From an optimization exercise on the open Yosys and OpenROAD flow, aimed at small area, a short achievable clock period and few clock cycles; shortcuts taken in it are not production practice. In this exercise RTL edits were held to simulation tests only and were not proved equivalent to the original. No activity file was given, so power comes from the tool's default toggle rates.

===== flow/constraint.sdc =====
create_clock -name core_clock -period 20.0 [get_ports {clk}]
set_input_delay 4.0000 -clock core_clock [delete_from_list [all_inputs] [get_ports {clk}]]
set_output_delay 4.0000 -clock core_clock [all_outputs]
set_load 0.01 [all_outputs]

===== flow/config.mk =====
export PLATFORM = sky130hd
export DESIGN_NAME = viterbi_dec
export DESIGN_NICKNAME = viterbi_dec
export VERILOG_FILES = /design/flow/design.v
export SDC_FILE = /design/flow/constraint.sdc
export NUM_CORES = 4
export LEC_CHECK = 0
export CAP_MARGIN = 20
export CORE_MARGIN = 2
export CORE_UTILIZATION = 40
export SLEW_MARGIN = 20

===== flow/run.sh =====
#!/bin/bash
# synth_recipe.tcl (not shown) runs the flow's synth.tcl, then flattens the netlist and writes it again
# the make line also repeats each setting of config.mk as NAME=value (left out here)
make -C /OpenROAD-flow-scripts/flow DESIGN_CONFIG=/design/flow/config.mk WORK_HOME=/design/flow/orfs CLKGATE_MAP_FILE= SYNTH_SCRIPT=/design/flow/synth_recipe.tcl finish

===== flow/design.v =====
module viterbi_dec (
    input  wire       clk,
    input  wire       rst,         
    input  wire       in_valid,
    output wire       in_ready,
    input  wire [1:0] in_sym,      
    input  wire       in_last,     
    output reg        out_valid,
    output reg        out_bit,
    output reg        out_last
);
    localparam K        = 5;
    localparam NP       = 16;       
    localparam W        = 4;        
    localparam POLY0    = 5'h13;
    localparam POLY1    = 5'h1D;
    localparam MIN_TB   = 20;
    localparam TB_GROUP = 12;
    localparam CAP      = 32;       
    function [1:0] bm_hard(input [4:0] st, input [1:0] y);
        reg [1:0] x;
        begin
            x = {^(st & POLY1), ^(st & POLY0)} ^ y;
            bm_hard = {1'b0, x[0]} + {1'b0, x[1]};
        end
    endfunction
    reg        rdy;                 
    reg        v_r, rdy_r, last_r;
    reg  [1:0] sym_r;
    assign in_ready = rdy;
    always @(posedge clk) begin
        v_r    <= in_valid;
        rdy_r  <= rdy & ~rst;
        sym_r  <= in_sym;
        last_r <= in_last;
    end
    wire tk = v_r & rdy_r;          
    reg  [W-1:0]   ms [0:NP-1];     
    reg  [1:0]     ylast;
    reg  [CAP-1:0] path [0:NP-1];   
    reg  [2:0]     wc;              
    reg  [4:0]     h_len;           
    reg            tb_due;          
    reg            fin_due;         
    reg  [4:0]     fin_n;           
    wire warm  = (wc != K);
    wire first = (wc == 3'd0);
    reg  [W-1:0] acs_m [0:NP-1];
    reg  [NP-1:0] acs_d;
    reg  [W-1:0] wrm_m [0:NP-1];
    reg  [W-1:0] ma, mb, df;
    integer q;
    always @(*) begin
        for (q = 0; q < NP; q = q + 1) begin
            ma = ms[q >> 1]       + {2'b00, bm_hard(q[4:0], ylast)};
            mb = ms[(q >> 1) | 8] + {2'b00, bm_hard(q[4:0] | 5'd16, ylast)};
            df = mb - ma;
            acs_d[q] = df[W-1];             
            acs_m[q] = df[W-1] ? mb : ma;
            wrm_m[q] = first ? {W{1'b0}} : ma;
        end
    end
    reg [W-1:0] lv_m [0:2*NP-2];
    reg [3:0]   lv_s [0:2*NP-2];
    reg [W-1:0] cmp;
    reg [1:0]   b2;
    always @(*) begin
        for (q = 0; q < NP; q = q + 1) begin
            b2 = bm_hard({q[3:0], 1'b0}, ylast);
            lv_m[q] = ms[q] + {{(W-1){1'b0}}, (b2 == 2'd1)};
            lv_s[q] = q[3:0];
        end
        for (q = 0; q < NP - 1; q = q + 1) begin
            cmp = lv_m[2*q+1] - lv_m[2*q];
            if (cmp[W-1]) begin
                lv_m[NP+q] = lv_m[2*q+1];
                lv_s[NP+q] = lv_s[2*q+1];
            end else begin
                lv_m[NP+q] = lv_m[2*q];
                lv_s[NP+q] = lv_s[2*q];
            end
        end
    end
    wire [3:0]     best   = lv_s[2*NP-2];
    wire [CAP-1:0] best_p = path[best];
    reg  [TB_GROUP-1:0] sbuf;       
    reg  [3:0]          s_cnt;
    reg  [CAP-1:0]      fbuf;       
    reg  [5:0]          f_cnt;
    wire f_free = (f_cnt == 6'd0) || (f_cnt == 6'd1 && s_cnt == 4'd0);
    wire fin_go = fin_due && f_free;
    reg  [2:0] wc_n;
    reg  [4:0] h_len_n;
    reg        fin_due_n;
    always @(*) begin
        wc_n      = wc;
        h_len_n   = h_len;
        fin_due_n = fin_due && !f_free;
        if (tk) begin
            if (warm) begin
                wc_n = wc + 3'd1;
            end else begin
                h_len_n = (h_len == 5'd31) ? MIN_TB : h_len + 5'd1;
            end
            if (last_r) begin
                wc_n    = 3'd0;
                h_len_n = 5'd0;
                if (!warm) fin_due_n = 1'b1;
            end
        end
    end
    integer i;
    always @(posedge clk) begin
        if (tk) begin
            ylast <= sym_r;
            for (i = 0; i < NP; i = i + 1)
                ms[i] <= warm ? wrm_m[i] : acs_m[i];
            if (!warm)
                for (i = 0; i < NP; i = i + 1)
                    path[i] <= {path[(i >> 1) | (acs_d[i] ? 8 : 0)][CAP-2:0], acs_d[i]};
        end
        if (tb_due)
            sbuf <= best_p[CAP-1:MIN_TB];
        else
            sbuf <= {sbuf[TB_GROUP-2:0], 1'b0};
        if (fin_go)
            fbuf <= path[0];
        if (tk && last_r && !warm)
            fin_n <= (h_len == 5'd31) ? MIN_TB : h_len + 5'd1;
        if (rst) begin
            rdy       <= 1'b1;
            wc        <= 3'd0;
            h_len     <= 5'd0;
            tb_due    <= 1'b0;
            fin_due   <= 1'b0;
            s_cnt     <= 4'd0;
            f_cnt     <= 6'd0;
            out_valid <= 1'b0;
            out_bit   <= 1'b0;
            out_last  <= 1'b0;
        end else begin
            wc      <= wc_n;
            h_len   <= h_len_n;
            tb_due  <= tk && !warm && (h_len == 5'd31);
            fin_due <= fin_due_n;
            rdy     <= !(fin_due_n && wc_n >= 3'd4);
            out_valid <= 1'b0;
            out_last  <= 1'b0;
            if (s_cnt != 4'd0) begin
                out_valid <= 1'b1;
                out_bit   <= sbuf[TB_GROUP-1];
                s_cnt     <= s_cnt - 4'd1;
            end else if (f_cnt != 6'd0) begin
                out_valid <= 1'b1;
                out_bit   <= fbuf[f_cnt - 6'd1];
                out_last  <= (f_cnt == 6'd1);
                f_cnt     <= f_cnt - 6'd1;
            end
            if (tb_due)
                s_cnt <= TB_GROUP;
            if (fin_go)
                f_cnt <= {1'b0, fin_n};
        end
    end
endmodule

==> notes.md <==
[registers in the layout, indices dropped and copies added (netlist names), 2 cells and up, named ones only]
signal / count
ylast: 2
s_cnt: 4
h_len: 5
ms: 64
f_cnt: 6
path: 512
sbuf: 12
fin_n: 5
sym_r: 2
fbuf: 32
[routing by layer]
layer	wire length, um	up-vias
met1	40100	11300
met2	43700	730
met3	6520	153
li1	-	10100
met4	2410	2
met5	15	-
[synthesized netlist by cell type (6+ instances only)]
library cell / number
sky130_fd_sc_hd__edfxtp_1: 615
sky130_fd_sc_hd__a211oi_1: 17
sky130_fd_sc_hd__o22ai_1: 18
sky130_fd_sc_hd__xnor2_2: 9
sky130_fd_sc_hd__buf_2: 16
sky130_fd_sc_hd__a21boi_0: 16
sky130_fd_sc_hd__nand2b_1: 23
sky130_fd_sc_hd__nand2_1: 149
sky130_fd_sc_hd__xnor2_1: 86
sky130_fd_sc_hd__o21ai_0: 89
sky130_fd_sc_hd__nor4_1: 8
sky130_fd_sc_hd__maj3_2: 6
sky130_fd_sc_hd__mux2_2: 511
sky130_fd_sc_hd__mux4_2: 11
sky130_fd_sc_hd__a21oi_1: 116
sky130_fd_sc_hd__nor2_1: 106
sky130_fd_sc_hd__nor3_1: 25
sky130_fd_sc_hd__xor2_2: 11
sky130_fd_sc_hd__mux2i_1: 57
sky130_fd_sc_hd__a22oi_1: 16
sky130_fd_sc_hd__clkbuf_1: 78
sky130_fd_sc_hd__maj3_1: 12
sky130_fd_sc_hd__a221oi_1: 7
sky130_fd_sc_hd__nand4_1: 7
sky130_fd_sc_hd__and3_1: 16
sky130_fd_sc_hd__or2_2: 10
sky130_fd_sc_hd__a31oi_1: 13
sky130_fd_sc_hd__nor2b_1: 28
sky130_fd_sc_hd__dfxtp_1: 41
sky130_fd_sc_hd__and2_1: 9
sky130_fd_sc_hd__xor2_1: 71
sky130_fd_sc_hd__nand3_1: 37
sky130_fd_sc_hd__a21o_1: 30
sky130_fd_sc_hd__fa_1: 32
sky130_fd_sc_hd__inv_1: 78
sky130_fd_sc_hd__a22o_1: 9
sky130_fd_sc_hd__ha_1: 137
[area by class of cell]
class | count | area, um^2
tap | 1165 | 1460
clock buffer | 95 | 2010
clock inverter | 40 | 508
fill | 7803 | 48600
sequential | 656 | 19300
timing repair buffer | 51 | 418
multi-input combinational | 1814 | 16300
inverter | 78 | 293
[cell families after synthesis]
group           Yosys count
flops                   656
mux                     586
simple gates            445
compound gates          413
fa+ha+maj               187
buf+inv                 185
xor+xnor                183
[per-stage QoR]
step	cell area [um^2]	instances
5_1_grt	40200	3899
6_report	40200	3899
2_1_floorplan	36000	2655
3_3_place_gp	37700	3764
4_1_cts	40200	3899
3_5_place_dp	37700	3764
[worst max-delay path, delay by kind of cell (launching register included)]
family	cells	cell delay [ps]
and+or+nand+nor	8	2250
muxes	1	520
AOI/OAI and AO/OA	9	1860
buffers and inverters	6	1150
DFF	1	380
adders and majority gates	7	2250
xor gates and xnor gates	3	1540
[path summary, 6_finish.rpt]
check / startpoint / depth (start not counted) / end
worst min-delay path: sym_r[1] / 0 / ylast[1]
worst max-delay path: ylast[0] / 34 / sbuf[11]
worst min register to register: sym_r[1] / 0 / ylast[1]
worst max register to register: ylast[0] / 34 / sbuf[11]
[where the power goes]
part           internal, mW  switching (mW)  total [mW]
sequential             1.57          0.0206        1.59
combinational         0.840            1.24        2.08
clock                 0.814           0.590        1.40
total                  3.22            1.85        5.07
==> results by group <==
Status
  • Run status: no timing/DRC/antenna violations

Global routing
  • GRT Residual Overflow: 0
  • Vias in the first global route: 22700
  • Number of antenna violations at the first check in global routing: 2
  • Pin count of the biggest net entering global routing: 179
  • Met3 routing resource usage after global routing: ~3.5%
  • Layer carrying the most global-route usage: met2
  • Met1 track demand over resource: 27.0%
  • Global-route wire length before repair: 141000 um
  • Tot GR Track Use: around a fifth
  • Met2 GRT Util: about a third

Synthesis
  • Main combinational cell family by area after synthesis: multiplexers
  • Synth warnings: 7
  • Complex-gate fraction of the synthesized area: under 10%
  • Syn_area_per_cell: ~14 um^2
  • Flops & latches, synth: ~660
  • Basic-gate share of the synthesized area counting and, or, nand and nor cells: under 10%
  • Share of the synthesized netlist area taken by xor and xnor gates: between 5 and 6%
  • Arithmetic-cell share of the synthesized area counting full adders, half adders and majority gates: 7.07%
  • Area share of the largest cell type after synthesis: between 50 and 60%
  • Yosys cell types: 91
  • Fraction of synthesized area in multiplexers: between 15 and 20%
  • Predominant post-synthesis flop cell: sky130_fd_sc_hd__edfxtp_1
  • Count of mapped cells out of synthesis: roughly 2700
  • Synth top area cells: sky130_fd_sc_hd__edfxtp_1 (51%), sky130_fd_sc_hd__mux2_2 (16%), sky130_fd_sc_hd__ha_1 (4.8%), sky130_fd_sc_hd__dfxtp_1 (2.3%), sky130_fd_sc_hd__xnor2_1 (2.1%)
  • Synthesized net count: 2830
  • EDFF count, synth: approximately 600
  • Sequential cell area fraction in the yosys report: a little over half
  • Syn Std Cell Area: around 36000 um^2
  • Share of flip-flops with an asynchronous set or reset after synthesis: 0%
  • Cell accounting for the most synthesized area: sky130_fd_sc_hd__edfxtp_1

Drt
  • Iter 0 DRT Violations: between 2000 and 2500
  • Overall routed net length: approximately 93000 um
  • First drt pass iteration count: 7
  • Routed len/inst: approximately 24 um
  • Drt drc: 0
  • Count of antenna-violating nets left after detailed routing: 0
  • Average vias per placed instance: about 5.7
  • Routed vias: 22300

Clock tree
  • Number of CTS-inserted buffers: between 70 and 80
  • CTS Buffer Depth: 3
  • CTS tree: done
  • Buffer cell driving the clock tree root: sky130_fd_sc_hd__clkbuf_16
  • Quantity of gates resized following cts: 0
  • Number of levels in the clock H-tree: 3
  • Reg clk slew, reported paths: roughly 60 ps
  • Post-CTS Repair Setup Buffers: 0
  • Hold-fix buffer count after cts: 0
  • Clock Latency Late Sink: 640 ps
  • Count of clock tree sinks: between 600 and 700

Finish
  • Most common cell after layout, fill and taps aside: sky130_fd_sc_hd__edfxtp_1
  • Ant diodes: 0
  • Area growth from synthesis to layout: 11.8%
  • Number of nets in the final layout: 2849
  • End-of-flow core utilization: around 45%
  • Share of cells above drive strength 1: ~29%
  • Most used cells in the layout excluding fill and tap cells: sky130_fd_sc_hd__edfxtp_1 (615), sky130_fd_sc_hd__mux2_2 (511), sky130_fd_sc_hd__nand2_1 (148), sky130_fd_sc_hd__ha_1 (136), sky130_fd_sc_hd__a21oi_1 (116)

STA
  • Final count of pins violating max slew: 0
  • Clk_skew: ~36 ps
  • Achievable Freq: 99.6 MHz
  • Period utilisation layout: between 50 and 60%
  • Final hold violation count: 0
  • Final setup violating endpoints: 0
  • Final min period: around 10000 ps
  • Actual slew at the worst max-slew pin: about 1100 ps
  • Headroom to the max-slew limit: 25.2%
  • Setup repair after global routing missed its margin: no
  • Smallest hold slack: 420 ps
  • Slack of the critical path: 9960 ps
  • Setup Total Neg Slack: 0 ps

Power and ir drop
  • Power density relative to cell area: 126 nW/um^2
  • Maximum vdd drop: about 140 uV
  • Design Power: around 5.1 mW
  • Static leakage: roughly 14 nW

Job
  • Max Cap Viol: 0

Critical path
  • Slowest cell delay on critical path: ~730 ps
  • Required time at the worst-slack endpoint: 20520 ps
  • Crit path capture type: flip-flop
  • CP max FO: 18
  • Worst reg-to-reg setup slack: between 9000 and 10000 ps
  • Slowest CP cell: sky130_fd_sc_hd__xor2_2
  • Critical path startpoint category: flip-flop
  • Data arrival time of the critical path: about 11000 ps
  • CP most frequent cell: sky130_fd_sc_hd__ha_1
  • Type of the worst setup path: flip-flop to flip-flop

Place
  • Hpwl dp: 62200 um
  • Number of buffers added on ports: 9
  • Placement-stage worst setup slack: between 9000 and 10000 ps
  • Routability congestion estimate: between 0.9 and 1

Floorplan
  • Floorplan die height: about 300 um
  • Die width: slightly above 300 um
  • Core footprint: a little under 90000 um^2
  • Total I/O pin count: 10
  • Effective utilization at floorplan: approximately two fifths
  • # rows: between 100 and 150
  • Die Footprint: around 92000 um^2

Min path
  • HP Class: flip-flop to flip-flop
Testbench counts, summed over its fixed seeds: cycles 56,598.

==> what the ideal ports hide <==
The results above use ideal ports. As a check the final layout listed here was re-extracted and re-timed, cells and wires unchanged. Step 1 (the two cells are an assumption about what drives the block):
set clk [get_ports {clk}]
set_driving_cell -lib_cell sky130_fd_sc_hd__clkbuf_16 $clk
set_driving_cell -lib_cell sky130_fd_sc_hd__buf_2 [delete_from_list [all_inputs] $clk]
Step 2, shift: input delay + t, output delay - t, t = (earliest + latest rising clock arrival at the registers) / 2. This alone moves slack from input paths to output paths. a / b / c = ideal ports / drivers / drivers and shift; a / b = the first two.
t (ns): 0.677
setup WS [ns]: 9.957 / 9.957 / 9.957
hold slack, ns: 0.420 / 0.420 / 0.420
latest minus earliest clock arrival (ns): 0.036 / 0.036
worst slew at a driven data input, ns: 0.04
After both steps setup and hold are still met in this run. For this run, drivers alone change the setup slack by 0.000 ns; drivers and shift together by 0.000 ns.
